Source: an optimization exercise on an open RTL-to-GDS flow (aim: small area, a short achievable clock period and few clock cycles). Production flows keep margins and buffers that such runs may drop. Only simulation tests tie the RTL to the original design; equivalence was not proved. Power and IR drop assume default switching activity.

--- design/flow/flow/run.sh ---
#!/bin/bash
# Layout: the standard ORFS flow on the design's SDC, in three make calls.
#  - Synthesis is the standard one (synth_recipe.tcl: -nofsm -noshare, flatten, rename)
#    except that adders are left to ABC instead of being mapped to full/half-adder
#    cells (ADDER_MAP_FILE empty); the registers are the same.
#  - Every input and output port still gets its own buffer, a plain buf_2 instead of
#    the delay buffer buffer_ports picks by default.
#  - The timing repairs after clock-tree synthesis and after global routing are asked
#    to leave more setup slack than the design's period needs (more after CTS, where
#    the parasitics are still estimated from placement).
# Every tool's log stays under orfs/logs; each make call's output goes to its own log.
set -euo pipefail
PORTS='BUFFER_PORTS_ARGS=-buffer_cell sky130_fd_sc_hd__buf_2'
bash standard.sh ADDER_MAP_FILE= "$PORTS" place > make_place.log 2>&1
bash standard.sh ADDER_MAP_FILE= "$PORTS" SETUP_SLACK_MARGIN=12.6 cts > make_cts.log 2>&1
bash standard.sh ADDER_MAP_FILE= "$PORTS" SETUP_SLACK_MARGIN=12 finish > make_finish.log 2>&1
--- design/flow/standard.sh ---
#!/bin/bash
# synth_recipe.tcl (not shown) runs the flow's synth.tcl, then flattens the netlist and writes it again
# the make line also repeats each setting of config.mk as NAME=value (left out here)
make -C /OpenROAD-flow-scripts/flow DESIGN_CONFIG=/design/flow/config.mk WORK_HOME=/design/flow/orfs CLKGATE_MAP_FILE= SYNTH_SCRIPT=/design/flow/synth_recipe.tcl "${@:-finish}"
--- design/flow/config.mk ---
export PLATFORM = sky130hd
export DESIGN_NAME = psg_voice
export DESIGN_NICKNAME = psg_voice
export VERILOG_FILES = /design/flow/design.v
export SDC_FILE = /design/flow/constraint.sdc
export NUM_CORES = 4
export LEC_CHECK = 0
export CAP_MARGIN = 20
export CORE_MARGIN = 2
export CORE_UTILIZATION = 40
export CTS_BUF_LIST = sky130_fd_sc_hd__clkbuf_8
export SLEW_MARGIN = 20
--- design/flow/constraint.sdc ---
create_clock -name core_clock -period 18.0 [get_ports {clk}]
set_input_delay 3.6000 -clock core_clock [delete_from_list [all_inputs] [get_ports {clk}]]
set_output_delay 3.6000 -clock core_clock [all_outputs]
set_load 0.01 [all_outputs]
--- design/flow/design.v ---
module psg_chan #(
    parameter KIND = 1                  
) (
    input  wire         clk,
    input  wire         rst,
    input  wire         do_init,
    input  wire         do_setvol,      
    input  wire         do_setpitch,
    input  wire         do_release,     
    input  wire         do_tick,
    input  wire         do_stop,
    input  wire         do_env,         
    input  wire         do_adv,         
    input  wire         spec_en,        
    input  wire         do_peak,
    input  wire [5:0]   peak_in,
    input  wire         do_sus,
    input  wire         sus_setvel,     
    input  wire [5:0]   sus_in,
    input  wire [7:0]   op_velocity,
    input  wire [31:0]  op_duration,
    input  wire [31:0]  op_adsr,        
    input  wire [1:0]   op_panpot,
    input  wire [47:0]  op_inc,
    input  wire [127:0] op_arg,
    output reg          tick_res,       
    output wire         late,
    output wire         play,           
    output wire         env_wr,         
    output wire [7:0]   note_vel_o,
    output wire [3:0]   s_o,
    output wire [5:0]   peak_o,
    output wire         ea,             
    output wire [1:0]   panpot_o,
    output reg  signed [15:0] term,     
    output wire [5:0]   ev_o,           
    output wire signed [10:0] dw_o      
);
    localparam [2:0] S_INIT = 3'd0, S_RISE = 3'd1, S_DEC = 3'd2, S_PLAY = 3'd3,
                     S_REL  = 3'd4, S_DYING = 3'd5, S_DEAD = 3'd6;
    localparam PW = (KIND == 1) ? 3 : ((KIND == 2) ? 5 : 15);
    reg [2:0]    st_x;                  
    reg [2:0]    nxt;
    reg [3:0]    step;
    reg [5:0]    vel, peak, sus;
    reg [1:0]    panpot;
    reg [2:0]    a_r, d_r, r_r;
    reg [3:0]    s_r;
    reg [7:0]    note_vel;
    reg [31:0]   dur;
    reg [PW+31:0] inc;
    reg [31:0]   frac;
    reg [PW-1:0] pos;
    reg [1:0]    duty;
    reg          npat;
    reg [127:0]  wave;
    wire [2:0]   state = st_x ^ S_DEAD;
    reg signed [9:0] nws;               
    assign late       = (state >= S_REL);
    assign play       = (state == S_PLAY);
    assign note_vel_o = note_vel;
    assign s_o        = s_r;
    assign peak_o     = peak;
    assign panpot_o   = panpot;
    reg [2:0] e_state, e_next;
    reg [3:0] e_step;
    reg [5:0] e_vel;
    always @* begin
        e_state = state;
        e_next  = nxt;
        e_step  = step;
        e_vel   = vel;
        case (state)
            S_INIT: begin
                e_next = S_RISE;
                e_step = 4'd0;
                if ((a_r | d_r) == 3'd0 || (sus == 6'd0 && peak == 6'd0)) begin
                    e_state = S_PLAY;  e_vel = sus;
                end else if (a_r == 3'd0 && s_r < 4'd15) begin
                    e_state = S_DEC;
                    e_vel   = (peak == 6'd0) ? sus : ((peak - 6'd1 > sus) ? peak - 6'd1 : sus);
                end else if (a_r == 3'd0) begin
                    e_state = S_PLAY;  e_vel = sus;
                end else begin
                    e_state = S_RISE;  e_vel = 6'd1;
                end
            end
            S_RISE: begin
                e_step = step + 4'd1;
                if (e_step >= {1'b0, a_r}) begin
                    if (nxt == S_DEC) begin
                        e_state = S_DEC;
                        dec_entry;
                    end else if (nxt == S_PLAY) begin
                        e_state = S_PLAY;
                        e_step  = 4'd0;
                    end else if (nxt == S_REL) begin
                        e_state = S_REL;
                        rel_entry;
                    end else begin
                        e_step = 4'd0;
                        e_vel  = vel + 6'd1;
                        if ({1'b0, vel} + 7'd1 >= {1'b0, peak}) begin
                            e_vel  = peak;
                            e_next = (d_r == 3'd0 || peak == sus) ? S_PLAY : S_DEC;
                        end
                    end
                end
            end
            S_DEC: begin
                e_step = step + 4'd1;
                if (e_step >= {1'b0, d_r}) begin
                    if (nxt == S_PLAY) begin
                        e_state = S_PLAY;
                        e_step  = 4'd0;
                    end else if (nxt == S_REL) begin
                        e_state = S_REL;
                        rel_entry;
                    end else begin
                        dec_entry;
                    end
                end
            end
            S_PLAY: begin
                if (nxt == S_REL) begin
                    e_state = S_REL;
                    e_step  = step + 4'd1;
                    rel_entry;
                end else begin
                    e_step = 4'd0;
                end
            end
            S_REL: begin
                e_step = step + 4'd1;
                if (e_step >= {1'b0, r_r}) begin
                    if (nxt == S_DYING) e_state = S_DEAD;
                    else                rel_entry;
                end
            end
            default: ;
        endcase
    end
    task dec_entry;
        begin
            e_step = 4'd0;
            if ({1'b0, vel} <= {1'b0, sus} + 7'd1) begin
                e_vel  = sus;
                e_next = S_PLAY;
            end else begin
                e_vel = vel - 6'd1;
            end
        end
    endtask
    task rel_entry;
        begin
            if (r_r == 3'd0) begin
                e_vel   = 6'd0;
                e_state = S_DEAD;
            end else begin
                e_step = 4'd0;
                if (vel <= 6'd1) begin
                    e_next = S_DYING;
                    e_vel  = 6'd0;
                end else begin
                    e_vel = vel - 6'd1;
                end
            end
        end
    endtask
    reg [5:0]        ev;
    reg              ea_r;
    reg signed [9:0] qh, ql;            
    reg signed [6:0] evn;               
    assign ev_o = ev;
    assign ea   = ea_r;
    wire [8:0] v1 = {3'b0, e_vel};
    wire [8:0] v2 = {2'b0, e_vel, 1'b0};
    wire [8:0] v4 = {1'b0, e_vel, 2'b0};
    wire [8:0] v8 = {e_vel, 3'b0};
    reg  signed [9:0] qh_n, ql_n;
    always @* begin
        case (duty)
            2'd0:    begin qh_n = $signed({1'b0, v8 - v1}); ql_n = -$signed({1'b0, v1}); end
            2'd1:    begin qh_n = $signed({1'b0, v4 + v2}); ql_n = -$signed({1'b0, v2}); end
            2'd2:    begin qh_n = $signed({1'b0, v4});      ql_n = -$signed({1'b0, v4}); end
            default: begin qh_n = $signed({1'b0, v2});      ql_n = -$signed({1'b0, v4 + v2}); end
        endcase
    end
    always @(posedge clk) begin
        if (kill)
            ea_r <= 1'b0;
        else if (spec_en)
            ea_r <= (e_state != S_DEAD);
        if (spec_en) begin
            ev   <= e_vel;
            if (KIND == 1) begin
                qh <= qh_n;
                ql <= ql_n;
            end
            if (KIND == 3)
                evn <= -$signed({1'b0, e_vel});
        end
    end
    function carry32(input [31:0] a, input [31:0] b);
        reg [31:0] g, p;
        integer lv, j;
        begin
            g = a & b;
            p = a | b;
            for (lv = 1; lv < 32; lv = lv * 2)
                for (j = 31; j >= lv; j = j - 1) begin
                    g[j] = g[j] | (p[j] & g[j - lv]);
                    p[j] = p[j] & p[j - lv];
                end
            carry32 = g[31];
        end
    endfunction
    wire [31:0]   frac_nx = frac + inc[31:0];
    reg           c32r;
    wire          c32     = (KIND == 1) ? carry32(frac, inc[31:0]) : c32r;
    wire          c32_n   = do_adv ? carry32(frac_nx, inc[31:0]) : carry32(frac, inc[31:0]);
    always @(posedge clk)
        c32r <= c32_n && !rst;
    wire          hold    = (KIND == 2) && rc;
    wire [PW-1:0] inc_i   = hold ? {PW{1'b0}} : inc[PW+31:32];
    function [29:0] add2(input [14:0] a, input [14:0] b);
        reg [14:0] g, p, x;
        integer lv, j;
        begin
            g = a & b;
            p = a ^ b;
            x = p;
            for (lv = 1; lv < 15; lv = lv * 2)
                for (j = 14; j >= lv; j = j - 1) begin
                    g[j] = g[j] | (p[j] & g[j - lv]);
                    p[j] = p[j] & p[j - lv];
                end
            add2[14:0]  = x ^ {g[13:0], 1'b0};
            add2[29:15] = x ^ {g[13:0] | p[13:0], 1'b1};
        end
    endfunction
    wire [29:0]   ps      = add2(pos, inc_i);
    wire [PW-1:0] ps0     = ps[PW-1:0];
    wire [PW-1:0] ps1     = ps[PW+14:15];
    wire [PW-1:0] pos_sum = (c32 && !hold) ? ps1 : ps0;
    wire [PW-1:0] pos_nx  = (KIND == 3 && npat) ? (pos_sum & 7'h7f) : pos_sum;
    function [14:0] fine_r(input [6:0] b);
        case (b)
            7'd0: fine_r = 15'h0001;
            7'd1: fine_r = 15'h0002;
            7'd2: fine_r = 15'h0004;
            7'd3: fine_r = 15'h0008;
            7'd4: fine_r = 15'h0010;
            7'd5: fine_r = 15'h0020;
            7'd6: fine_r = 15'h0040;
            7'd7: fine_r = 15'h0080;
            7'd8: fine_r = 15'h0100;
            7'd9: fine_r = 15'h0200;
            7'd10: fine_r = 15'h0400;
            7'd11: fine_r = 15'h0800;
            7'd12: fine_r = 15'h1000;
            7'd13: fine_r = 15'h2000;
            7'd14: fine_r = 15'h4001;
            7'd15: fine_r = 15'h0003;
            7'd16: fine_r = 15'h0006;
            7'd17: fine_r = 15'h000c;
            7'd18: fine_r = 15'h0018;
            7'd19: fine_r = 15'h0030;
            7'd20: fine_r = 15'h0060;
            7'd21: fine_r = 15'h00c0;
            7'd22: fine_r = 15'h0180;
            7'd23: fine_r = 15'h0300;
            7'd24: fine_r = 15'h0600;
            7'd25: fine_r = 15'h0c00;
            7'd26: fine_r = 15'h1800;
            7'd27: fine_r = 15'h3000;
            7'd28: fine_r = 15'h6001;
            7'd29: fine_r = 15'h4002;
            7'd30: fine_r = 15'h0005;
            7'd31: fine_r = 15'h000a;
            7'd32: fine_r = 15'h0014;
            7'd33: fine_r = 15'h0028;
            7'd34: fine_r = 15'h0050;
            7'd35: fine_r = 15'h00a0;
            7'd36: fine_r = 15'h0140;
            7'd37: fine_r = 15'h0280;
            7'd38: fine_r = 15'h0500;
            7'd39: fine_r = 15'h0a00;
            7'd40: fine_r = 15'h1400;
            7'd41: fine_r = 15'h2800;
            7'd42: fine_r = 15'h5001;
            7'd43: fine_r = 15'h2003;
            7'd44: fine_r = 15'h4007;
            7'd45: fine_r = 15'h000f;
            7'd46: fine_r = 15'h001e;
            7'd47: fine_r = 15'h003c;
            7'd48: fine_r = 15'h0078;
            7'd49: fine_r = 15'h00f0;
            7'd50: fine_r = 15'h01e0;
            7'd51: fine_r = 15'h03c0;
            7'd52: fine_r = 15'h0780;
            7'd53: fine_r = 15'h0f00;
            7'd54: fine_r = 15'h1e00;
            7'd55: fine_r = 15'h3c00;
            7'd56: fine_r = 15'h7801;
            7'd57: fine_r = 15'h7002;
            7'd58: fine_r = 15'h6004;
            7'd59: fine_r = 15'h4008;
            7'd60: fine_r = 15'h0011;
            7'd61: fine_r = 15'h0022;
            7'd62: fine_r = 15'h0044;
            7'd63: fine_r = 15'h0088;
            7'd64: fine_r = 15'h0110;
            7'd65: fine_r = 15'h0220;
            7'd66: fine_r = 15'h0440;
            7'd67: fine_r = 15'h0880;
            7'd68: fine_r = 15'h1100;
            7'd69: fine_r = 15'h2200;
            7'd70: fine_r = 15'h4401;
            7'd71: fine_r = 15'h0803;
            7'd72: fine_r = 15'h1006;
            7'd73: fine_r = 15'h200c;
            7'd74: fine_r = 15'h4019;
            7'd75: fine_r = 15'h0033;
            7'd76: fine_r = 15'h0066;
            7'd77: fine_r = 15'h00cc;
            7'd78: fine_r = 15'h0198;
            7'd79: fine_r = 15'h0330;
            7'd80: fine_r = 15'h0660;
            7'd81: fine_r = 15'h0cc0;
            7'd82: fine_r = 15'h1980;
            7'd83: fine_r = 15'h3300;
            7'd84: fine_r = 15'h6601;
            7'd85: fine_r = 15'h4c02;
            7'd86: fine_r = 15'h1805;
            7'd87: fine_r = 15'h300a;
            7'd88: fine_r = 15'h6015;
            7'd89: fine_r = 15'h402a;
            7'd90: fine_r = 15'h0055;
            7'd91: fine_r = 15'h00aa;
            7'd92: fine_r = 15'h0154;
            7'd93: fine_r = 15'h02a8;
            7'd94: fine_r = 15'h0550;
            7'd95: fine_r = 15'h0aa0;
            7'd96: fine_r = 15'h1540;
            7'd97: fine_r = 15'h2a80;
            7'd98: fine_r = 15'h5501;
            7'd99: fine_r = 15'h2a03;
            7'd100: fine_r = 15'h5407;
            7'd101: fine_r = 15'h280f;
            7'd102: fine_r = 15'h501f;
            7'd103: fine_r = 15'h203f;
            7'd104: fine_r = 15'h407f;
            7'd105: fine_r = 15'h00ff;
            7'd106: fine_r = 15'h01fe;
            7'd107: fine_r = 15'h03fc;
            7'd108: fine_r = 15'h07f8;
            7'd109: fine_r = 15'h0ff0;
            7'd110: fine_r = 15'h1fe0;
            7'd111: fine_r = 15'h3fc0;
            7'd112: fine_r = 15'h7f81;
            7'd113: fine_r = 15'h7f02;
            7'd114: fine_r = 15'h7e04;
            7'd115: fine_r = 15'h7c08;
            7'd116: fine_r = 15'h7810;
            7'd117: fine_r = 15'h7020;
            7'd118: fine_r = 15'h6040;
            7'd119: fine_r = 15'h4080;
            7'd120: fine_r = 15'h0101;
            7'd121: fine_r = 15'h0202;
            7'd122: fine_r = 15'h0404;
            7'd123: fine_r = 15'h0808;
            7'd124: fine_r = 15'h1010;
            7'd125: fine_r = 15'h2020;
            7'd126: fine_r = 15'h4041;
            7'd127: fine_r = 15'h0083;
            default: fine_r = 15'h0000;
        endcase
    endfunction
    function [14:0] fine_w(input [7:0] a);
        case (a)
            8'd0: fine_w = 15'h4000;
            8'd1: fine_w = 15'h3040;
            8'd2: fine_w = 15'h2400;
            8'd3: fine_w = 15'h1b24;
            8'd4: fine_w = 15'h1040;
            8'd5: fine_w = 15'h3c20;
            8'd6: fine_w = 15'h0924;
            8'd7: fine_w = 15'h1dd2;
            8'd8: fine_w = 15'h3400;
            8'd9: fine_w = 15'h1734;
            8'd10: fine_w = 15'h1940;
            8'd11: fine_w = 15'h3ae9;
            8'd12: fine_w = 15'h0d34;
            8'd13: fine_w = 15'h12da;
            8'd14: fine_w = 15'h3649;
            8'd15: fine_w = 15'h7040;
            8'd16: fine_w = 15'h1440;
            8'd17: fine_w = 15'h3f24;
            8'd18: fine_w = 15'h0b64;
            8'd19: fine_w = 15'h2c60;
            8'd20: fine_w = 15'h3504;
            8'd21: fine_w = 15'h14f6;
            8'd22: fine_w = 15'h29d2;
            8'd23: fine_w = 15'h2334;
            8'd24: fine_w = 15'h0e74;
            8'd25: fine_w = 15'h23a9;
            8'd26: fine_w = 15'h37dd;
            8'd27: fine_w = 15'h1fee;
            8'd28: fine_w = 15'h2493;
            8'd29: fine_w = 15'h4609;
            8'd30: fine_w = 15'h6400;
            8'd31: fine_w = 15'h2b64;
            8'd32: fine_w = 15'h3440;
            8'd33: fine_w = 15'h2704;
            8'd34: fine_w = 15'h1964;
            8'd35: fine_w = 15'h21f2;
            8'd36: fine_w = 15'h3d24;
            8'd37: fine_w = 15'h0ae6;
            8'd38: fine_w = 15'h2d40;
            8'd39: fine_w = 15'h2ddd;
            8'd40: fine_w = 15'h1474;
            8'd41: fine_w = 15'h2833;
            8'd42: fine_w = 15'h3b7d;
            8'd43: fine_w = 15'h629a;
            8'd44: fine_w = 15'h2209;
            8'd45: fine_w = 15'h4f64;
            8'd46: fine_w = 15'h1f24;
            8'd47: fine_w = 15'h1344;
            8'd48: fine_w = 15'h3e60;
            8'd49: fine_w = 15'h3896;
            8'd50: fine_w = 15'h1cd6;
            8'd51: fine_w = 15'h37c2;
            8'd52: fine_w = 15'h27a6;
            8'd53: fine_w = 15'h009d;
            8'd54: fine_w = 15'h39a9;
            8'd55: fine_w = 15'h3c47;
            8'd56: fine_w = 15'h134e;
            8'd57: fine_w = 15'h59e7;
            8'd58: fine_w = 15'h4093;
            8'd59: fine_w = 15'h6d6d;
            8'd60: fine_w = 15'h5040;
            8'd61: fine_w = 15'h0c60;
            8'd62: fine_w = 15'h2d24;
            8'd63: fine_w = 15'h06f6;
            8'd64: fine_w = 15'h2440;
            8'd65: fine_w = 15'h2b14;
            8'd66: fine_w = 15'h1064;
            8'd67: fine_w = 15'h273b;
            8'd68: fine_w = 15'h3934;
            8'd69: fine_w = 15'h05ee;
            8'd70: fine_w = 15'h2f09;
            8'd71: fine_w = 15'h4aa9;
            8'd72: fine_w = 15'h1974;
            8'd73: fine_w = 15'h2dfe;
            8'd74: fine_w = 15'h3d2d;
            8'd75: fine_w = 15'h5c20;
            8'd76: fine_w = 15'h2144;
            8'd77: fine_w = 15'h2bd2;
            8'd78: fine_w = 15'h22b6;
            8'd79: fine_w = 15'h0f54;
            8'd80: fine_w = 15'h3b70;
            8'd81: fine_w = 15'h375f;
            8'd82: fine_w = 15'h1e0f;
            8'd83: fine_w = 15'h3cda;
            8'd84: fine_w = 15'h2ae7;
            8'd85: fine_w = 15'h65a0;
            8'd86: fine_w = 15'h53dd;
            8'd87: fine_w = 15'h348a;
            8'd88: fine_w = 15'h10d3;
            8'd89: fine_w = 15'h610d;
            8'd90: fine_w = 15'h7d64;
            8'd91: fine_w = 15'h0a96;
            8'd92: fine_w = 15'h0964;
            8'd93: fine_w = 15'h2de2;
            8'd94: fine_w = 15'h3424;
            8'd95: fine_w = 15'h0c2f;
            8'd96: fine_w = 15'h2950;
            8'd97: fine_w = 15'h22d5;
            8'd98: fine_w = 15'h163d;
            8'd99: fine_w = 15'h4f47;
            8'd100: fine_w = 15'h367d;
            8'd101: fine_w = 15'h6757;
            8'd102: fine_w = 15'h2459;
            8'd103: fine_w = 15'h71de;
            8'd104: fine_w = 15'h1c69;
            8'd105: fine_w = 15'h77f2;
            8'd106: fine_w = 15'h03f2;
            8'd107: fine_w = 15'h2486;
            8'd108: fine_w = 15'h19c6;
            8'd109: fine_w = 15'h380b;
            8'd110: fine_w = 15'h257f;
            8'd111: fine_w = 15'h0b85;
            8'd112: fine_w = 15'h34e8;
            8'd113: fine_w = 15'h597a;
            8'd114: fine_w = 15'h793a;
            8'd115: fine_w = 15'h512a;
            8'd116: fine_w = 15'h430e;
            8'd117: fine_w = 15'h5587;
            8'd118: fine_w = 15'h6db7;
            8'd119: fine_w = 15'h6b9b;
            8'd120: fine_w = 15'h7400;
            8'd121: fine_w = 15'h2774;
            8'd122: fine_w = 15'h3d40;
            8'd123: fine_w = 15'h21cd;
            8'd124: fine_w = 15'h1d74;
            8'd125: fine_w = 15'h2efa;
            8'd126: fine_w = 15'h3f6d;
            8'd127: fine_w = 15'h6d92;
            8'd128: fine_w = 15'h2040;
            8'd129: fine_w = 15'h2810;
            8'd130: fine_w = 15'h1224;
            8'd131: fine_w = 15'h1689;
            8'd132: fine_w = 15'h3830;
            8'd133: fine_w = 15'h062c;
            8'd134: fine_w = 15'h1f9b;
            8'd135: fine_w = 15'h5374;
            8'd136: fine_w = 15'h1a34;
            8'd137: fine_w = 15'h1c8d;
            8'd138: fine_w = 15'h3cb9;
            8'd139: fine_w = 15'h338e;
            8'd140: fine_w = 15'h1197;
            8'd141: fine_w = 15'h52ff;
            8'd142: fine_w = 15'h4dd2;
            8'd143: fine_w = 15'h0850;
            8'd144: fine_w = 15'h3a34;
            8'd145: fine_w = 15'h04ad;
            8'd146: fine_w = 15'h2eb9;
            8'd147: fine_w = 15'h3e1c;
            8'd148: fine_w = 15'h19b7;
            8'd149: fine_w = 15'h4cef;
            8'd150: fine_w = 15'h4940;
            8'd151: fine_w = 15'h06b9;
            8'd152: fine_w = 15'h2034;
            8'd153: fine_w = 15'h0f37;
            8'd154: fine_w = 15'h2219;
            8'd155: fine_w = 15'h4368;
            8'd156: fine_w = 15'h1f2d;
            8'd157: fine_w = 15'h4582;
            8'd158: fine_w = 15'h3264;
            8'd159: fine_w = 15'h3e99;
            8'd160: fine_w = 15'h2a14;
            8'd161: fine_w = 15'h10a5;
            8'd162: fine_w = 15'h27ab;
            8'd163: fine_w = 15'h5558;
            8'd164: fine_w = 15'h05af;
            8'd165: fine_w = 15'h4ff9;
            8'd166: fine_w = 15'h268d;
            8'd167: fine_w = 15'h2f03;
            8'd168: fine_w = 15'h2d2e;
            8'd169: fine_w = 15'h6171;
            8'd170: fine_w = 15'h5c45;
            8'd171: fine_w = 15'h5aaf;
            8'd172: fine_w = 15'h77e6;
            8'd173: fine_w = 15'h0cfd;
            8'd174: fine_w = 15'h148d;
            8'd175: fine_w = 15'h3ab1;
            8'd176: fine_w = 15'h370e;
            8'd177: fine_w = 15'h72f3;
            8'd178: fine_w = 15'h50f7;
            8'd179: fine_w = 15'h4a56;
            8'd180: fine_w = 15'h6974;
            8'd181: fine_w = 15'h098e;
            8'd182: fine_w = 15'h022d;
            8'd183: fine_w = 15'h4c5f;
            8'd184: fine_w = 15'h3d34;
            8'd185: fine_w = 15'h06ea;
            8'd186: fine_w = 15'h2d49;
            8'd187: fine_w = 15'h7b1b;
            8'd188: fine_w = 15'h1870;
            8'd189: fine_w = 15'h2e3c;
            8'd190: fine_w = 15'h0dbf;
            8'd191: fine_w = 15'h45fd;
            8'd192: fine_w = 15'h2204;
            8'd193: fine_w = 15'h1aa1;
            8'd194: fine_w = 15'h2322;
            8'd195: fine_w = 15'h60fa;
            8'd196: fine_w = 15'h0ba3;
            8'd197: fine_w = 15'h4e72;
            8'd198: fine_w = 15'h716b;
            8'd199: fine_w = 15'h3bde;
            8'd200: fine_w = 15'h2ba3;
            8'd201: fine_w = 15'h5652;
            8'd202: fine_w = 15'h636b;
            8'd203: fine_w = 15'h364c;
            8'd204: fine_w = 15'h2383;
            8'd205: fine_w = 15'h4842;
            8'd206: fine_w = 15'h67f9;
            8'd207: fine_w = 15'h38a5;
            8'd208: fine_w = 15'h3983;
            8'd209: fine_w = 15'h43d8;
            8'd210: fine_w = 15'h6b59;
            8'd211: fine_w = 15'h45d1;
            8'd212: fine_w = 15'h3f19;
            8'd213: fine_w = 15'h4ab5;
            8'd214: fine_w = 15'h107d;
            8'd215: fine_w = 15'h7df1;
            8'd216: fine_w = 15'h3539;
            8'd217: fine_w = 15'h5527;
            8'd218: fine_w = 15'h15cf;
            8'd219: fine_w = 15'h6bc1;
            8'd220: fine_w = 15'h2fbb;
            8'd221: fine_w = 15'h5f5c;
            8'd222: fine_w = 15'h0126;
            8'd223: fine_w = 15'h7a5b;
            8'd224: fine_w = 15'h2881;
            8'd225: fine_w = 15'h2e88;
            8'd226: fine_w = 15'h7ac8;
            8'd227: fine_w = 15'h75ac;
            8'd228: fine_w = 15'h5ac8;
            8'd229: fine_w = 15'h6d8c;
            8'd230: fine_w = 15'h48c8;
            8'd231: fine_w = 15'h601e;
            8'd232: fine_w = 15'h40e8;
            8'd233: fine_w = 15'h7e0e;
            8'd234: fine_w = 15'h447a;
            8'd235: fine_w = 15'h70e7;
            8'd236: fine_w = 15'h5e7a;
            8'd237: fine_w = 15'h7b7d;
            8'd238: fine_w = 15'h52da;
            8'd239: fine_w = 15'h0609;
            8'd240: fine_w = 15'h5440;
            8'd241: fine_w = 15'h0f64;
            8'd242: fine_w = 15'h2f64;
            8'd243: fine_w = 15'h3744;
            8'd244: fine_w = 15'h2544;
            8'd245: fine_w = 15'h28d6;
            8'd246: fine_w = 15'h20f6;
            8'd247: fine_w = 15'h3ee6;
            8'd248: fine_w = 15'h3a74;
            8'd249: fine_w = 15'h349d;
            8'd250: fine_w = 15'h2e9d;
            8'd251: fine_w = 15'h2507;
            8'd252: fine_w = 15'h29a7;
            8'd253: fine_w = 15'h54d3;
            8'd254: fine_w = 15'h5249;
            8'd255: fine_w = 15'h5b24;
            default: fine_w = 15'h0000;
        endcase
    endfunction
    localparam [127:0] ROUGH = 128'h7f54cee9637b5b2470be57344f143040;
    reg               nf, nr;           
    reg signed [10:0] dw;               
    reg               rc;               
    assign dw_o = dw;
    wire [14:0] npos = pos_nx;
    wire        nf_n = ^(fine_r(npos[6:0]) & fine_w(npos[14:7]));
    wire        nr_n = ROUGH[npos[6:0]];
    wire [4:0]        waddr = pos_nx;   
    wire [3:0]        nib_n = wave[{waddr[4:1], ~waddr[0], 2'b00} +: 4];
    wire signed [10:0] dw_n = $signed({2'b00, nib_n, 5'b00000}) + nws;
    reg               wbusy;
    reg [1:0]         wq;
    wire [31:0] wquar = wave[32*wq +: 32];
    wire [6:0]  qsum  = ((wquar[3:0] + wquar[7:4]) + (wquar[11:8] + wquar[15:12])) +
                        ((wquar[19:16] + wquar[23:20]) + (wquar[27:24] + wquar[31:28]));
    reg sq_hi;
    always @* begin
        case (duty)
            2'd0:    sq_hi = (pos[2:0] == 3'd0);
            2'd1:    sq_hi = (pos[2:0] <= 3'd1);
            2'd2:    sq_hi = (pos[2:0] <= 3'd3);
            default: sq_hi = (pos[2:0] <= 3'd5);
        endcase
        if (KIND == 1)
            term = sq_hi ? $signed({qh, 6'd0}) : $signed({ql, 6'd0});
        else if (KIND == 3)
            term = (npat ? nr : nf) ? $signed({2'b00, ev, 8'd0}) : $signed({evn, 8'd0});
        else
            term = 16'sd0;
    end
    wire tick_exp = do_tick && !late && (dur == 32'd1);
    always @* begin
        if (late)               tick_res = 1'b0;
        else if (dur == 32'd0)  tick_res = 1'b1;
        else                    tick_res = (dur != 32'd1);
    end
    wire rel_dead = do_release && (r_r == 3'd0 || vel == 6'd0);
    wire rel_stage = do_release && !rel_dead;
    wire tick_dead = tick_exp && (vel == 6'd0 || r_r == 3'd0);
    wire sus_vel = do_sus && sus_setvel && state == S_PLAY;
    wire kill   = do_stop || rel_dead || tick_dead;
    assign env_wr = do_init || do_setvol || do_peak || do_sus || (do_release && !kill) || (tick_exp && !kill) ||
                    do_env || (KIND == 2 && (wbusy || rc)) ||
                    (KIND != 1 && (do_setpitch || do_init));
    reg [2:0] st_n;
    always @* begin
        st_n = state;
        if (do_init)  st_n = S_INIT;
        if (rel_dead) st_n = S_DEAD;
        if (tick_exp) st_n = tick_dead ? S_DEAD : S_REL;
        if (do_stop)  st_n = S_DEAD;
        if (do_env)   st_n = e_state;
    end
    wire st_we = rst || do_init || rel_dead || tick_exp || do_stop || do_env;
    reg [5:0] vel_n;
    always @* begin
        vel_n = vel;
        if (sus_vel)                          vel_n = sus_in;
        if (do_release && r_r == 3'd0)        vel_n = 6'd0;
        if (tick_exp && r_r == 3'd0)          vel_n = 6'd0;
        if (do_env)                           vel_n = e_vel;
    end
    wire vel_we = rst || sus_vel || ((do_release || tick_exp) && r_r == 3'd0) || do_env;
    always @(posedge clk) begin
        if (st_we)
            st_x <= (st_n ^ S_DEAD) & {3{!rst}};
        if (vel_we)
            vel <= vel_n & {6{!rst}};
        if (rst || rel_stage || do_env)
            nxt <= (do_env ? e_next : S_REL) & {3{!rst}};
        if (rst || do_env)
            step <= e_step & {4{!rst}};
    end
    always @(posedge clk) begin
        if (rst) begin
            frac <= 32'd0;
            pos  <= {PW{1'b0}};
            nf   <= 1'b0;
            nr   <= 1'b0;
        end else if (do_adv) begin
            frac <= frac_nx;
            pos  <= pos_nx;
            if (KIND == 3) begin
                nf <= nf_n;
                nr <= nr_n;
            end
        end
    end
    always @(posedge clk) begin
        if (rst) begin
            wbusy <= 1'b0;
            rc    <= 1'b0;
        end else if (KIND == 2) begin
            rc <= wbusy && (wq == 2'd3) && !do_init;
            if (do_init) begin
                wbusy <= 1'b1;
                wq    <= 2'd0;
            end else if (wbusy) begin
                wq <= wq + 1'b1;
                if (wq == 2'd3) wbusy <= 1'b0;
            end
        end
    end
    always @(posedge clk) begin
        if (do_init) begin
            note_vel <= op_velocity;
            dur      <= op_duration;
            a_r      <= op_adsr[2:0];
            d_r      <= op_adsr[10:8];
            s_r      <= op_adsr[19:16];
            r_r      <= op_adsr[26:24];
            if (KIND == 1) duty <= op_arg[1:0];
            if (KIND == 2) wave <= op_arg;
            if (KIND == 3) npat <= op_arg[0];
        end
        if (do_init || do_setvol)
            panpot <= op_panpot;
        if (do_init || do_setpitch)
            inc <= op_inc[PW+31:0];
        if (do_tick && !late && dur != 32'd0)
            dur <= dur - 32'd1;
        if (do_peak)
            peak <= peak_in;
        if (do_sus)
            sus <= sus_in;
        if (KIND == 2) begin
            if (do_adv || rc)
                dw <= dw_n;
            if (do_init)
                nws <= 10'sd0;
            else if (wbusy)
                nws <= nws - $signed({3'b000, qsum});
        end
    end
endmodule
module psg_voice #(
    parameter NFRAMES = 16              
) (
    input  wire         clk,
    input  wire         rst,
    input  wire         cmd_valid,
    output wire         cmd_ready,
    input  wire [3:0]   cmd_op,
    input  wire [1:0]   cmd_ch,
    input  wire [7:0]   cmd_velocity,
    input  wire [31:0]  cmd_duration,
    input  wire [31:0]  cmd_adsr,       
    input  wire [7:0]   cmd_vol,
    input  wire [7:0]   cmd_pan,
    input  wire [47:0]  cmd_inc,
    input  wire [127:0] cmd_arg,
    output reg          rsp_valid,
    output reg  [1:0]   rsp_status,
    output reg          rsp_tick,
    output reg          smp_valid,
    input  wire         smp_ready,
    output reg          smp_last,
    output reg  signed [17:0] smp_left,
    output reg  signed [17:0] smp_right
);
    localparam [3:0] OP_INIT_PCM8 = 4'h1, OP_INIT_SQUARE = 4'h2, OP_INIT_WAVE = 4'h3,
                     OP_INIT_NOISE = 4'h4, OP_SET_VOLUME = 4'h5, OP_SET_PITCH = 4'h6,
                     OP_RELEASE = 4'h7, OP_TICK_NOTE = 4'h8, OP_PROCESS = 4'h9,
                     OP_STOP = 4'hA, OP_MIX_BLOCK = 4'hB;
    localparam [1:0] ST_OK = 2'd0, ST_REFUSED = 2'd1, ST_FAULT = 2'd2, ST_HALTED = 2'd3;
    localparam [1:0] P_LEFT = 2'd0, P_CENTER = 2'd1, P_RIGHT = 2'd2;
    localparam FW = $clog2(NFRAMES);
    reg          ready;                 
    reg          faulted;
    reg [FW-1:0] nleft;                 
    reg [3:0]    bsel;                  
    reg [3:0]    fsel_r;                
    reg          bpend;                 
    reg          bpend_mix;
    reg [1:0]    bpend_ch;
    reg          brsp;                  
    reg          q_valid;               
    reg [1:0]    q_status;
    reg          q_tick;
    reg          v2;                    
    reg [1:0]    v2_ch;
    reg          v2_setvel;
    reg [7:0]    v2_vol;
    reg [7:0]    v2_nv;                 
    reg [3:0]    v2_s, v3_s;            
    reg          v3;                    
    reg [1:0]    v3_ch;
    reg          v3_setvel;
    reg [5:0]    v3_pk;
    reg [3:0]    fr1;                   
    assign cmd_ready = ready;
    wire accept = cmd_valid && ready;
    wire op_reserved = (cmd_op == 4'h0) || (cmd_op >= 4'hC);
    wire op_refused  = op_reserved || (cmd_op == OP_MIX_BLOCK && cmd_ch != 2'd0);
    reg  kind_bad;
    always @* begin
        case (cmd_op)
            OP_INIT_PCM8:   kind_bad = 1'b1;
            OP_INIT_SQUARE: kind_bad = (cmd_ch != 2'd0) && (cmd_ch != 2'd1);
            OP_INIT_WAVE:   kind_bad = (cmd_ch != 2'd2);
            OP_INIT_NOISE:  kind_bad = (cmd_ch != 2'd3);
            default:        kind_bad = 1'b0;
        endcase
    end
    wire run = accept && !faulted && !op_refused && !kind_bad;
    wire [3:0] ch_sel   = 4'b0001 << cmd_ch;
    wire       is_init  = (cmd_op == OP_INIT_SQUARE) || (cmd_op == OP_INIT_WAVE) ||
                          (cmd_op == OP_INIT_NOISE);
    wire       is_block = (cmd_op == OP_PROCESS) || (cmd_op == OP_MIX_BLOCK);
    wire       run_blk  = run && is_block;
    wire [3:0] late;
    wire [3:0] do_init     = (run && is_init)                   ? ch_sel : 4'b0;
    wire [3:0] do_setvol   = (run && cmd_op == OP_SET_VOLUME)   ? (ch_sel & ~late) : 4'b0;
    wire [3:0] do_setpitch = (run && cmd_op == OP_SET_PITCH)    ? ch_sel : 4'b0;
    wire [3:0] do_release  = (run && cmd_op == OP_RELEASE)      ? (ch_sel & ~late) : 4'b0;
    wire [3:0] do_tick     = (run && cmd_op == OP_TICK_NOTE)    ? ch_sel : 4'b0;
    wire [3:0] do_stop     = (run && cmd_op == OP_STOP)         ? ch_sel : 4'b0;
    wire       vol_go      = |(do_init | do_setvol);
    wire [3:0] play;
    wire       setvel_now  = |(do_setvol & play);
    wire [1:0] op_panpot = ($signed(cmd_pan) < -8'sd21) ? P_LEFT :
                           ($signed(cmd_pan) >  8'sd20) ? P_RIGHT : P_CENTER;
    function [35:0] csa(input [17:0] a, input [17:0] b, input [17:0] c);
        begin
            csa[17:0]  = a ^ b ^ c;
            csa[35:18] = {((a[16:0] & b[16:0]) | (a[16:0] & c[16:0]) | (b[16:0] & c[16:0])), 1'b0};
        end
    endfunction
    function [17:0] add18(input [17:0] a, input [17:0] b);
        reg [17:0] g, p, x;
        integer lv, j;
        begin
            g = a & b;
            p = a ^ b;
            x = p;
            for (lv = 1; lv < 18; lv = lv * 2)
                for (j = 17; j >= lv; j = j - 1) begin
                    g[j] = g[j] | (p[j] & g[j - lv]);
                    p[j] = p[j] & p[j - lv];
                end
            add18 = x ^ {g[16:0], 1'b0};
        end
    endfunction
    wire out_free = !smp_valid || smp_ready;
    wire idle     = (nleft == {FW{1'b0}});            
    wire       acc_mix = run_blk && (cmd_op == OP_MIX_BLOCK);
    wire [3:0] bmask   = bpend ? (bpend_mix ? 4'b1111 : (4'b0001 << bpend_ch)) : 4'b1111;
    wire [3:0] f_sel   = !idle ? bsel : bmask;
    wire [3:0] fresh    = fr1;
    wire       f_fresh  = &(fresh | ~bmask);
    wire start     = (acc_mix || bpend) && out_free && f_fresh;    
    wire cont      = !idle && smp_valid && smp_ready;              
    wire load      = start || cont;
    wire last_load = cont && (nleft == 1);
    wire spec_en   = (idle && !start) || last_load;
    wire [7:0]  nv_o [0:3];
    wire [3:0]  s_o  [0:3];
    wire [5:0]  pk_o [0:3];
    wire [7:0]  mv = v2_nv;
    wire [17:0] mr0 = v2_vol[0] ? {10'd0, mv}       : 18'd0;
    wire [17:0] mr1 = v2_vol[1] ? {9'd0, mv, 1'b0}  : 18'd0;
    wire [17:0] mr2 = v2_vol[2] ? {8'd0, mv, 2'b0}  : 18'd0;
    wire [17:0] mr3 = v2_vol[3] ? {7'd0, mv, 3'b0}  : 18'd0;
    wire [17:0] mr4 = v2_vol[4] ? {6'd0, mv, 4'b0}  : 18'd0;
    wire [17:0] mr5 = v2_vol[5] ? {5'd0, mv, 5'b0}  : 18'd0;
    wire [17:0] mr6 = v2_vol[6] ? {4'd0, mv, 6'b0}  : 18'd0;
    wire [17:0] mr7 = v2_vol[7] ? {3'd0, mv, 7'b0}  : 18'd0;
    wire [35:0] m1 = csa(mr0, mr1, mr2);
    wire [35:0] m2 = csa(mr3, mr4, mr5);
    wire [35:0] m3 = csa(m1[17:0], m1[35:18], m2[17:0]);
    wire [35:0] m4 = csa(m2[35:18], mr6, mr7);
    wire [35:0] m5 = csa(m3[17:0], m3[35:18], m4[17:0]);
    wire [35:0] m6 = csa(m5[17:0], m5[35:18], m4[35:18]);
    wire [17:0] v2_prod = add18(m6[17:0], m6[35:18]);
    wire [5:0]  v2_peak = v2_prod[15:10];
    wire [3:0]  sv = v3_s;
    wire [17:0] sr0 = sv[0] ? {12'd0, v3_pk}       : 18'd0;
    wire [17:0] sr1 = sv[1] ? {11'd0, v3_pk, 1'b0} : 18'd0;
    wire [17:0] sr2 = sv[2] ? {10'd0, v3_pk, 2'b0} : 18'd0;
    wire [17:0] sr3 = sv[3] ? {9'd0, v3_pk, 3'b0}  : 18'd0;
    wire [35:0] s1 = csa(sr0, sr1, sr2);
    wire [35:0] s2 = csa(s1[17:0], s1[35:18], sr3);
    wire [35:0] s3 = csa(s2[17:0], s2[35:18], 18'd15);
    wire [17:0] v3_t   = add18(s3[17:0], s3[35:18]);
    wire [5:0]  v3_sus = v3_t[9:4];
    wire [3:0]         tick_res;
    wire [3:0]         env_wr;
    wire [3:0]         ea;
    wire [1:0]         panpot [0:3];
    wire signed [15:0] term   [0:3];
    wire [5:0]         ev     [0:3];
    wire signed [10:0] dw     [0:3];
    genvar g;
    generate
        for (g = 0; g < 4; g = g + 1) begin : ch
            psg_chan #(.KIND(g < 2 ? 1 : (g == 2 ? 2 : 3))) u_chan (
                .clk         (clk),
                .rst         (rst),
                .do_init     (do_init[g]),
                .do_setvol   (do_setvol[g]),
                .do_setpitch (do_setpitch[g]),
                .do_release  (do_release[g]),
                .do_tick     (do_tick[g]),
                .do_stop     (do_stop[g]),
                .do_env      (start && f_sel[g]),
                .do_adv      (load && f_sel[g] && ea[g]),
                .spec_en     (spec_en),
                .do_peak     (v2 && v2_ch == g),
                .peak_in     (v2_peak),
                .do_sus      (v3 && v3_ch == g),
                .sus_setvel  (v3_setvel),
                .sus_in      (v3_sus),
                .op_velocity (cmd_velocity),
                .op_duration (cmd_duration),
                .op_adsr     (cmd_adsr),
                .op_panpot   (op_panpot),
                .op_inc      (cmd_inc),
                .op_arg      (cmd_arg),
                .tick_res    (tick_res[g]),
                .late        (late[g]),
                .play        (play[g]),
                .env_wr      (env_wr[g]),
                .note_vel_o  (nv_o[g]),
                .s_o         (s_o[g]),
                .peak_o      (pk_o[g]),
                .ea          (ea[g]),
                .panpot_o    (panpot[g]),
                .term        (term[g]),
                .ev_o        (ev[g]),
                .dw_o        (dw[g])
            );
        end
    endgenerate
    wire [3:0] gl, gr;
    genvar h;
    generate
        for (h = 0; h < 4; h = h + 1) begin : gate
            assign gl[h] = ea[h] && (panpot[h] != P_RIGHT);
            assign gr[h] = ea[h] && (panpot[h] != P_LEFT);
        end
    endgenerate
    wire [17:0] t0 = {{2{term[0][15]}}, term[0]};
    wire [17:0] t1 = {{2{term[1][15]}}, term[1]};
    wire [17:0] t3 = {{2{term[3][15]}}, term[3]};
    wire [17:0] dwx = {{7{dw[2][10]}}, dw[2]};
    wire [5:0]  evw = ev[2];
    wire [17:0] w0 = evw[0] ? dwx        : 18'd0;
    wire [17:0] w1 = evw[1] ? (dwx << 1) : 18'd0;
    wire [17:0] w2 = evw[2] ? (dwx << 2) : 18'd0;
    wire [17:0] w3 = evw[3] ? (dwx << 3) : 18'd0;
    wire [17:0] w4 = evw[4] ? (dwx << 4) : 18'd0;
    wire [17:0] w5 = evw[5] ? (dwx << 5) : 18'd0;
    function [17:0] side(input [3:0] gg, input [17:0] a0, input [17:0] a1, input [17:0] a3,
                         input [17:0] x0, input [17:0] x1, input [17:0] x2,
                         input [17:0] x3, input [17:0] x4, input [17:0] x5);
        reg [17:0] b0, b1, b3, y0, y1, y2, y3, y4, y5;
        reg [35:0] c1, c2, c3, c4, c5, c6, c7;
        begin
            b0 = gg[0] ? a0 : 18'd0;
            b1 = gg[1] ? a1 : 18'd0;
            b3 = gg[3] ? a3 : 18'd0;
            y0 = gg[2] ? x0 : 18'd0;
            y1 = gg[2] ? x1 : 18'd0;
            y2 = gg[2] ? x2 : 18'd0;
            y3 = gg[2] ? x3 : 18'd0;
            y4 = gg[2] ? x4 : 18'd0;
            y5 = gg[2] ? x5 : 18'd0;
            c1 = csa(b0, b1, b3);
            c2 = csa(y0, y1, y2);
            c3 = csa(y3, y4, y5);
            c4 = csa(c1[17:0], c1[35:18], c2[17:0]);
            c5 = csa(c2[35:18], c3[17:0], c3[35:18]);
            c6 = csa(c4[17:0], c4[35:18], c5[17:0]);
            c7 = csa(c6[17:0], c6[35:18], c5[35:18]);
            side = add18(c7[17:0], c7[35:18]);
        end
    endfunction
    wire [17:0] mix_l = side(gl & fsel_r, t0, t1, t3, w0, w1, w2, w3, w4, w5);
    wire [17:0] mix_r = side(gr & fsel_r, t0, t1, t3, w0, w1, w2, w3, w4, w5);
    wire last_out = smp_valid && smp_ready && idle && smp_last;   
    reg       n_q_valid, n_brsp, n_v2, n_v3, n_bpend, n_bmix;
    reg [1:0] n_bch;
    reg [3:0] n_bsel, n_bmask, n_fsel;
    reg [FW-1:0] n_nleft;
    always @* begin
        n_nleft = nleft;
        if (start)     n_nleft = NFRAMES - 1;
        else if (cont) n_nleft = nleft - 1'b1;
        n_bpend   = (bpend || run_blk) && !start;
        n_brsp    = (brsp && !last_out) || start;
        n_q_valid = (q_valid && (brsp || last_out)) || (accept && !run_blk);
        n_bsel    = start ? f_sel : bsel;
        n_bmix    = (run_blk && !start) ? (cmd_op == OP_MIX_BLOCK) : bpend_mix;
        n_bch     = (run_blk && !start) ? cmd_ch : bpend_ch;
        n_bmask   = n_bpend ? (n_bmix ? 4'b1111 : (4'b0001 << n_bch)) : 4'b1111;
        n_fsel    = (n_nleft != {FW{1'b0}}) ? n_bsel : n_bmask;
        n_v2      = vol_go;
        n_v3      = v2;
    end
    always @(posedge clk) begin
        if (rst) begin
            ready     <= 1'b1;
            faulted   <= 1'b0;
            nleft     <= {FW{1'b0}};
            bpend     <= 1'b0;
            brsp      <= 1'b0;
            q_valid   <= 1'b0;
            v2        <= 1'b0;
            v3        <= 1'b0;
            fsel_r    <= 4'b1111;
            fr1       <= 4'b0;
            smp_valid <= 1'b0;
            smp_last  <= 1'b0;
            rsp_valid <= 1'b0;
        end else begin
            nleft   <= n_nleft;
            bpend   <= n_bpend;
            brsp    <= n_brsp;
            q_valid <= n_q_valid;
            v2      <= n_v2;
            v3      <= n_v3;
            fsel_r  <= n_fsel;
            fr1     <= spec_en ? ~env_wr : 4'b0;
            ready   <= (n_nleft == {FW{1'b0}}) && !n_bpend && !(n_v2 && setvel_now) && !(n_v3 && v2_setvel) &&
                       !(n_q_valid && n_brsp);
            if (accept && !faulted && !op_refused && kind_bad)
                faulted <= 1'b1;
            if (load) begin
                smp_valid <= 1'b1;
                smp_last  <= cont && (nleft == 1);
            end else if (smp_valid && smp_ready) begin
                smp_valid <= 1'b0;
            end
            if (last_out) begin
                rsp_valid <= 1'b1;
            end else begin
                rsp_valid <= q_valid && !brsp;
            end
        end
    end
    always @(posedge clk) begin
        if (last_out) begin
            rsp_status <= ST_OK;
            rsp_tick   <= 1'b0;
        end else begin
            rsp_status <= q_status;
            rsp_tick   <= q_tick;
        end
        if (accept && !run_blk) begin
            if (faulted)          q_status <= ST_HALTED;
            else if (op_refused)  q_status <= ST_REFUSED;
            else if (kind_bad)    q_status <= ST_FAULT;
            else                  q_status <= ST_OK;
            q_tick <= run && (cmd_op == OP_TICK_NOTE) && tick_res[cmd_ch];
        end
        if (run_blk && !start) begin
            bpend_mix <= (cmd_op == OP_MIX_BLOCK);
            bpend_ch  <= cmd_ch;
        end
        if (start)
            bsel <= f_sel;
        if (load) begin
            smp_left  <= mix_l;
            smp_right <= mix_r;
        end
        if (vol_go) begin
            v2_ch     <= cmd_ch;
            v2_vol    <= cmd_vol;
            v2_nv     <= is_init ? cmd_velocity : nv_o[cmd_ch];
            v2_s      <= is_init ? cmd_adsr[19:16] : s_o[cmd_ch];
            v2_setvel <= setvel_now;
        end
        if (v2) begin
            v3_ch     <= v2_ch;
            v3_setvel <= v2_setvel;
            v3_pk     <= v2_peak;
            v3_s      <= v2_s;
        end
    end
endmodule
==> out/results.ini, run 1 <==
[run_status]
status=finished clean

[job]
maxCapViolations=0

[synth]
synth_most_common_cell=nor2_1
ys_seq_area_frac=0.359
synth_top_area_cell=edfxtp_1
ys_async_sr_fraction=0
synth_area_leaders=edfxtp_1, xnor2_1, dfxtp_1
synth_ff_type=edfxtp_1
synth_area_mm2=0.0747
synth.net_count=9016
synth_cells=8742
yosysTopAreaCellShare=0.304
synth_cell_types=121
synth_enable_flop_cells=757
syn_avg_cell_area_um2=8.55
yosys_warnings=4
ys_ff_latch=963
synthTopCellsByCount=nor2_1, nand2_1, edfxtp_1

[cts]
clk-insertion-delay-late_ns=0.95
cts_tree=built
htree_levels=4
cts-hold-fix-buffers=0
cts_root_buf=clkbuf_8
clockBufferDepth=3
clk_pin_slew_ns=0.06
cts_buffers=163
cts_num_sinks=963

[layout]
nNetsFinal=9135
drive_gt1_frac=0.141
fin_cells=11496
area_growth_pct=13.0

[drt]
drc=0
routedWlPerCell_um=23.1
drtIter0Drc=7464
vias=70948
vias_per_cell=6.17
firstDrtPassIters=10
routed_wl_mm=265
drtAntennaViolNets=0

[hold_path]
hp-class=reg -> reg

[global_routing]
grt_start_max_net_pins=163
grt_pass1_vias=66675
grt_antenna_before_repair=37
grt_pass1_wl_mm=403
track_usage=0.268
grt_overflow=0

[timing]
relSlewSlack=0.152
period_needed_ns=5.70
final-hold-violation-count=0
drv_slew=0
fin_skew_ns=0.0540
fin_crit_sh=0.317
rsz0062_at_grt=no
worst_pin_slew_ns=1.27
clock.fmax_mhz=175
fin_setup_tns_ns=0
setup_viol=0

[power_and_ir_drop]
leakagePower_nw=28.9
p_per_area_mw_per_mm2=78.8
ir_worst_vdd_v=0.0000656

[worst_setup_path]
cp_max_fo=7
critPathKind=in -> reg
critPathRequiredTime_ns=18.64
worstSetupEndpointType=flop
cp-start-kind=input pin
worstPathArrival_ns=6.34

[place]
dp.final_hpwl_mm=181
placedCellCount=11041
place.gp.congestion=1.00
io_buffers=296

[floorplanning]
die_x_um=436
start_util=0.403
core_mm2=0.185
rows=158
die_y_um=436
io_pins=317
dieArea_mm2=0.190

==> worst paths after layout <==
kind | cells after the start | to | slack, ns | from
worst max-delay path | 14 | ch[1].u_chan.vel[2]$_DFFE_PP_ | 12.30 | cmd_op[1]
worst min-delay path | 0 | v3_s[1]$_DFFE_PP_ | 0.42 | v2_s[1]$_DFFE_PP_
worst max register to register | 18 | ch[3].u_chan.nf$_SDFFE_PP0P_ | 12.30 | ch[3].u_chan.inc[32]$_DFFE_PN_
worst min register to register | 0 | v3_s[1]$_DFFE_PP_ | 0.42 | v2_s[1]$_DFFE_PP_
==> state kept, by name, summed over array words and instances, names as in the netlist, 10 cells and up <==
register            flops
ch.u_chan.dw           11
ch.u_chan.inc         154
ch.u_chan.frac        128
ch.u_chan.ev           11
ch.u_chan.a_r          12
ch.u_chan.peak         24
smp_right              18
ch.u_chan.step         16
ch.u_chan.qh           14
ch.u_chan.r_r          12
ch.u_chan.st_x         12
ch.u_chan.s_r          16
ch.u_chan.note_vel     32
ch.u_chan.d_r          12
ch.u_chan.dur         128
ch.u_chan.nws          10
smp_left               18
ch.u_chan.sus          24
ch.u_chan.wave        128
ch.u_chan.ql           18
ch.u_chan.vel          24
ch.u_chan.nxt          12
ch.u_chan.pos          26
==> report_power, final <==
part           internal [W]  leakage (nW)  total, W  switching, W
clock network       0.00124          1.95   0.00222      0.000987
logic              0.000783          18.3   0.00183       0.00105
registers           0.00253          8.65   0.00260     0.0000730
==> metal layers <==
layer / GRT usage / routed length (µm) / vias up
li1: - / - / 32844
met1: 0.352 / 110000 / 34114
met2: 0.419 / 118000 / 3305
met3: 0.0538 / 22900 / 677
met4: 0.135 / 14300 / 8
met5: 0 / 46 / -
==> timing repair <==
action / in CTS / in global routing
resized for setup: 320 / 0
endpoints found under the setup margin: 1054 / 0
endpoints found under the hold margin: 0 / 0
buffers inserted: 115 / 0
==> logic make-up (layout without fill, tap and decap cells) <==
kind of cell	after synthesis	after routing	synth area share
XOR/XNOR	828	828	0.104
buffers and inverters	839	1086	0.0464
AO/OA/AOI/OAI	2778	2779	0.237
flip-flops	963	963	0.359
multiplexers	178	179	0.0375
other	0	19	0
AND/OR/NAND/NOR	2899	2905	0.181
adder cells (fa/ha/maj)	257	257	0.0349
==> cell usage in the layout, fill, tap and decap left out, types with 178 or more instances in the layout <==
| cell | instances |
|---|---|
| inv_1 | 258 |
| xor2_1 | 261 |
| nor3_1 | 193 |
| a21oi_1 | 731 |
| maj3_1 | 231 |
| buf_4 | 188 |
| clkbuf_8 | 178 |
| nand2_1 | 852 |
| dfxtp_1 | 203 |
| o21ai_0 | 693 |
| nor2_1 | 866 |
| xnor2_1 | 503 |
| edfxtp_1 | 757 |
| buf_2 | 293 |
==> worst max-delay path, stage by stage <==
cell and delay, ns:
buf_12 0.11, nor2_4 0.16, nor2b_4 0.06, a2111oi_4 0.39, nor3_4 0.06, and3b_2 0.26
a31o_4 0.24, o2111ai_4 0.09, buf_6 0.17, buf_4 0.15, nor2_4 0.07, nor2_1 0.33
nand2_1 0.22, or2_2 0.40
==> layout make-up <==
cell class                 count  area [µm²]
antenna                       19        47.5
multi-input combinational   6948       45800
sequential                   963       26900
clock buffer                 177        2440
timing repair buffer         553        4190
inverter                     232         872
clock inverter               124        1190
fill                       17964      101000
tap                         2480        3100
==> stage by stage <==
stage | total power [W] | util | setup WS, ns | instance area, µm² | hold slack, ns
floorplan | 0.00398 | - | 8.19 | 74700 | 0.400
global placement | 0.00437 | 0.421 | 9.65 | 78100 | 0.401
detailed placement | 0.00440 | 0.421 | 9.56 | 78100 | 0.405
CTS | 0.00669 | 0.455 | 12.43 | 84400 | 0.420
global route | 0.00698 | 0.455 | 12.06 | 84400 | 0.442
finish | 0.00666 | 0.455 | 12.30 | 84500 | 0.419
Testbench counts, summed over its fixed seeds: cycles 56,605.
==> run 2, diff against run 1 <==
--- a/design/flow/flow/run.sh
+++ b/design/flow/flow/run.sh
@@ -14,3 +14,3 @@
 bash standard.sh ADDER_MAP_FILE= "$PORTS" place > make_place.log 2>&1
-bash standard.sh ADDER_MAP_FILE= "$PORTS" SETUP_SLACK_MARGIN=12.6 cts > make_cts.log 2>&1
-bash standard.sh ADDER_MAP_FILE= "$PORTS" SETUP_SLACK_MARGIN=12 finish > make_finish.log 2>&1
+bash standard.sh ADDER_MAP_FILE= "$PORTS" SETUP_SLACK_MARGIN=13 cts > make_cts.log 2>&1
+bash standard.sh ADDER_MAP_FILE= "$PORTS" SETUP_SLACK_MARGIN=12.4 finish > make_finish.log 2>&1
==> run 2 against run 1 <==
Effect of this change:
- first-iteration DRC count is 2.6% higher
- cell count is 2.7% higher
- die area stayed put
- clock power hardly changed
- via count is 3.9% higher
- sequential share of layout area is 2.4 points lower
- maximum frequency is 1.9% lower
- synthesized cell count stayed put
- combinational power is 7% higher
- non-clock buffer count is 300 higher
- utilization is 3.7 points higher
- critical path type unchanged
==> out/results.ini, run 2 <==
[worst_setup_path]
worstSetupEndpointType=flop
path_cells=buf_12 > nor2_4 > nor2b_4 > a2111oi_4 > nor3_4 > and3b_2 > a31o_4 > o2111ai_4 > buf_6 > and2_4 > mux2_4 > or3_4 > a21oi_4 > a31oi_4 > or2_4
regToRegSetupSlack_ns=12.31  ; about the same
slowest_delay_ns=0.44  ; +0.04 ns
cp-start-kind=input pin
critPathRequiredTime_ns=18.78  ; +0.14 ns
worst_path_max_delay_cell=or3_4
worstPathArrival_ns=6.59  ; +0.25 ns
critPathKind=in -> reg
cp_max_fo=6  ; -1

[timing]
period_needed_ns=5.81  ; +0.110 ns
worst_pin_slew_ns=1.44  ; +0.174 ns
hold_ws_ns=0.419  ; +0.000232 ns
setup_viol=0  ; unchanged
drv_slew=0  ; unchanged
rsz0062_at_grt=yes
finalWorstSetupSlack_ns=12.19  ; -0.110 ns
fin_setup_tns_ns=0  ; unchanged
fin_skew_ns=0.0564  ; +0.00241 ns
fin_crit_sh=0.323  ; +0.00612
clock.fmax_mhz=172  ; -1.9%
final-hold-violation-count=0  ; unchanged
relSlewSlack=0.0395  ; -0.113

[synth]
synth_area_leaders=edfxtp_1, xnor2_1, dfxtp_1
synth_cell_types=121  ; unchanged
synth.net_count=9016  ; unchanged
synth_ff_type=edfxtp_1
synth_cells=8742  ; unchanged
synth_top_area_cell=edfxtp_1
ys_async_sr_fraction=0  ; unchanged
synth_area_mm2=0.0747  ; unchanged
ys_ff_latch=963  ; unchanged
synthTopCellsByCount=nor2_1, nand2_1, edfxtp_1
yosysTopAreaCellShare=0.304  ; unchanged
synth_most_common_cell=nor2_1
yosys_warnings=4  ; unchanged
ys_seq_area_frac=0.359  ; unchanged
synth_enable_flop_cells=757  ; unchanged
syn_avg_cell_area_um2=8.55  ; unchanged

[global_routing]
met1_usage=0.368  ; +0.0155
grt_overflow=0  ; unchanged
grt_antenna_before_repair=41  ; +11%
track_usage=0.287  ; +0.0185
grtUsageMet2=0.447  ; +0.0278
met3_usage=0.0619  ; +0.00803
grt_start_max_net_pins=163  ; unchanged
grt_pass1_wl_mm=427  ; +6.1%
grt_pass1_vias=69759  ; +4.6%
busiest_layer=met2

[floorplanning]
die_y_um=436  ; unchanged
core_mm2=0.185  ; unchanged
die_x_um=436  ; unchanged
start_util=0.403  ; unchanged
io_pins=317  ; unchanged
rows=158  ; unchanged
dieArea_mm2=0.190  ; unchanged

[hold_path]
hp-class=reg -> reg

[layout]
fillCellCount=17168  ; -4.4%
ff_latch_area_mm2=0.0269  ; about the same
largest_reg_flops=154  ; unchanged
drive_gt1_frac=0.210  ; +0.0692
largest_register=ch.u_chan.inc
fin_area_mm2=0.0914  ; +8.2%
multi_input_area_mm2=0.0480  ; +4.9%
layout_common_cells=nor2_1, nand2_1, edfxtp_1
nNetsFinal=9442  ; +3.4%
area_growth_pct=22.3
mostFrequentLayoutCell=nor2_1

[drt]
routed_wl_mm=289  ; +8.9%
vias=73720  ; +3.9%
drtIter0Drc=7658  ; +2.6%
drtAntennaViolNets=0  ; unchanged
vias_per_cell=6.24  ; +1.2%
routedWlPerCell_um=24.5  ; +6.0%
drc=0  ; unchanged
firstDrtPassIters=8  ; -2

[place]
dpl-instance-area_mm2=0.0781  ; unchanged
dp_slack_ns=9.56  ; unchanged
dp.final_hpwl_mm=181  ; unchanged
io_buffers=296  ; unchanged
place.gp.congestion=1.00  ; unchanged

[cts]
clk-insertion-delay-late_ns=0.93  ; -0.02 ns
cts_tree=built
clk_pin_slew_ns=0.07  ; about the same
htree_levels=4  ; unchanged
cts_num_sinks=963  ; unchanged
cts_buffers=163  ; unchanged
clockBufferDepth=3  ; unchanged
cts-hold-fix-buffers=0  ; unchanged
cts_root_buf=clkbuf_8

[power_and_ir_drop]
p_seq_frac=0.383  ; -0.008
p_sw_frac=0.321  ; +0.00421
switching_power_w=0.00218  ; +3.3%
p_per_area_mw_per_mm2=74.3  ; -5.7%
power_frac_clock=0.329  ; -0.005
leakagePower_nw=32.0  ; +11%
ir_worst_vdd_v=0.0000688  ; +4.8%
combPwrFrac=0.287  ; +0.012
internal-power_w=0.00461  ; +1.4%

[job]
maxCapViolations=0  ; unchanged

[run_status]
status=finished clean

run 2: cell counts after synthesis:
Identical to the previous run, type by type.
run 2: timing repair:
item                       in CTS  in global routing
cloned                         76                 17
pin swaps                     244                 96
setup endpoints to repair    1181                220
resized for setup             941                200
setup buffers                 319                 29
run 2: metal layers:
layer,routed length [µm],up-vias
li1,-,33489
met1,115000,35550
met2,129000,3778
met3,26300,895
met4,18300,8
met5,46,-
run 2: worst max-delay path, delay by kind of cell:
kind,cells,cell delay [ns]
AO/OA/AOI/OAI,5,0.96
buffers and inverters,2,0.28
multiplexers,1,0.31
AND/OR/NAND/NOR,7,1.42
run 2: power by group through the flow:
stage	Clock, W	Sequential (W)	Combinational, W
6_report	0.00224	0.00260	0.00195
5_1_grt	0.00237	0.00261	0.00212
4_1_cts	0.00228	0.00260	0.00192
3_5_place_dp	0	0.00266	0.00174
3_3_place_gp	0	0.00266	0.00171
2_1_floorplan	0	0.00260	0.00138
run 2: kinds of logic (layout without fill, tap and decap cells):
logic type	after synthesis	count (layout)	synth area share
buf+inv	839	1386	0.0464
mux	178	179	0.0375
compound gates	2778	2779	0.237
flops	963	963	0.359
other cells	0	22	0
simple gates	2899	2912	0.181
xor+xnor	828	828	0.104
fa+ha+maj	257	257	0.0349
run 2: worst paths after layout:
path	startpoint	to	depth (start not counted)
min reg2reg	v2_s[1]$_DFFE_PP_	v3_s[1]$_DFFE_PP_	0
max	cmd_op[0]	fsel_r[2]$_SDFF_PP1_	15
max reg2reg	ch[3].u_chan.inc[32]$_DFFE_PN_	ch[3].u_chan.nf$_SDFFE_PP0P_	19
min	v2_s[1]$_DFFE_PP_	v3_s[1]$_DFFE_PP_	0
run 2: layout make-up:
class | count | area share
Antenna cell | 22 | 0.000603
Clock buffer | 177 | 0.0267
Clock inverter | 124 | 0.0130
Inverter | 232 | 0.00975
Multi-Input combinational cell | 6955 | 0.526
Sequential cell | 963 | 0.294
Tap cell | 2480 | 0.0340
Timing Repair Buffer | 853 | 0.0963
run 2: per-stage QoR:
step / cells / utilization / total power (W)
floorplan: 8742 / - / 0.00398
global placement: 11041 / 0.421 / 0.00437
detailed placement: 11041 / 0.421 / 0.00440
CTS: 11737 / 0.485 / 0.00679
global route: 11803 / 0.493 / 0.00710
finish: 11806 / 0.493 / 0.00679

==> static timing again, ports no longer ideal <==
No port has a modelled driver above. Below, the same layouts with a new extraction and two added sets of constraints. Step 1 sets driving cells, clkbuf_16 on the clock port and buf_2 on the other inputs (assumed; they add their load-dependent delay and slew). Step 2 adds t to the input delays and takes it off the output delays; t is the mean of the earliest and latest rising clock arrival at the registers after step 1. Input paths then give back, and output paths get back, about the clock's delay inside the block. Slacks: no drivers / after step 1 / after step 2; pairs: no drivers / after step 1.
run	t, ns	slack for setup (ns)	hold WS [ns]
run 1	0.986	12.301 / 12.303 / 11.323	0.419 / 0.419 / 0.419
run 2	0.990	12.191 / 12.187 / 11.197	0.419 / 0.419 / 0.419
After both steps every run listed still meets setup and hold. For run 2, which loses most, drivers alone change the setup slack by -0.004 ns; drivers and shift together by -0.994 ns.
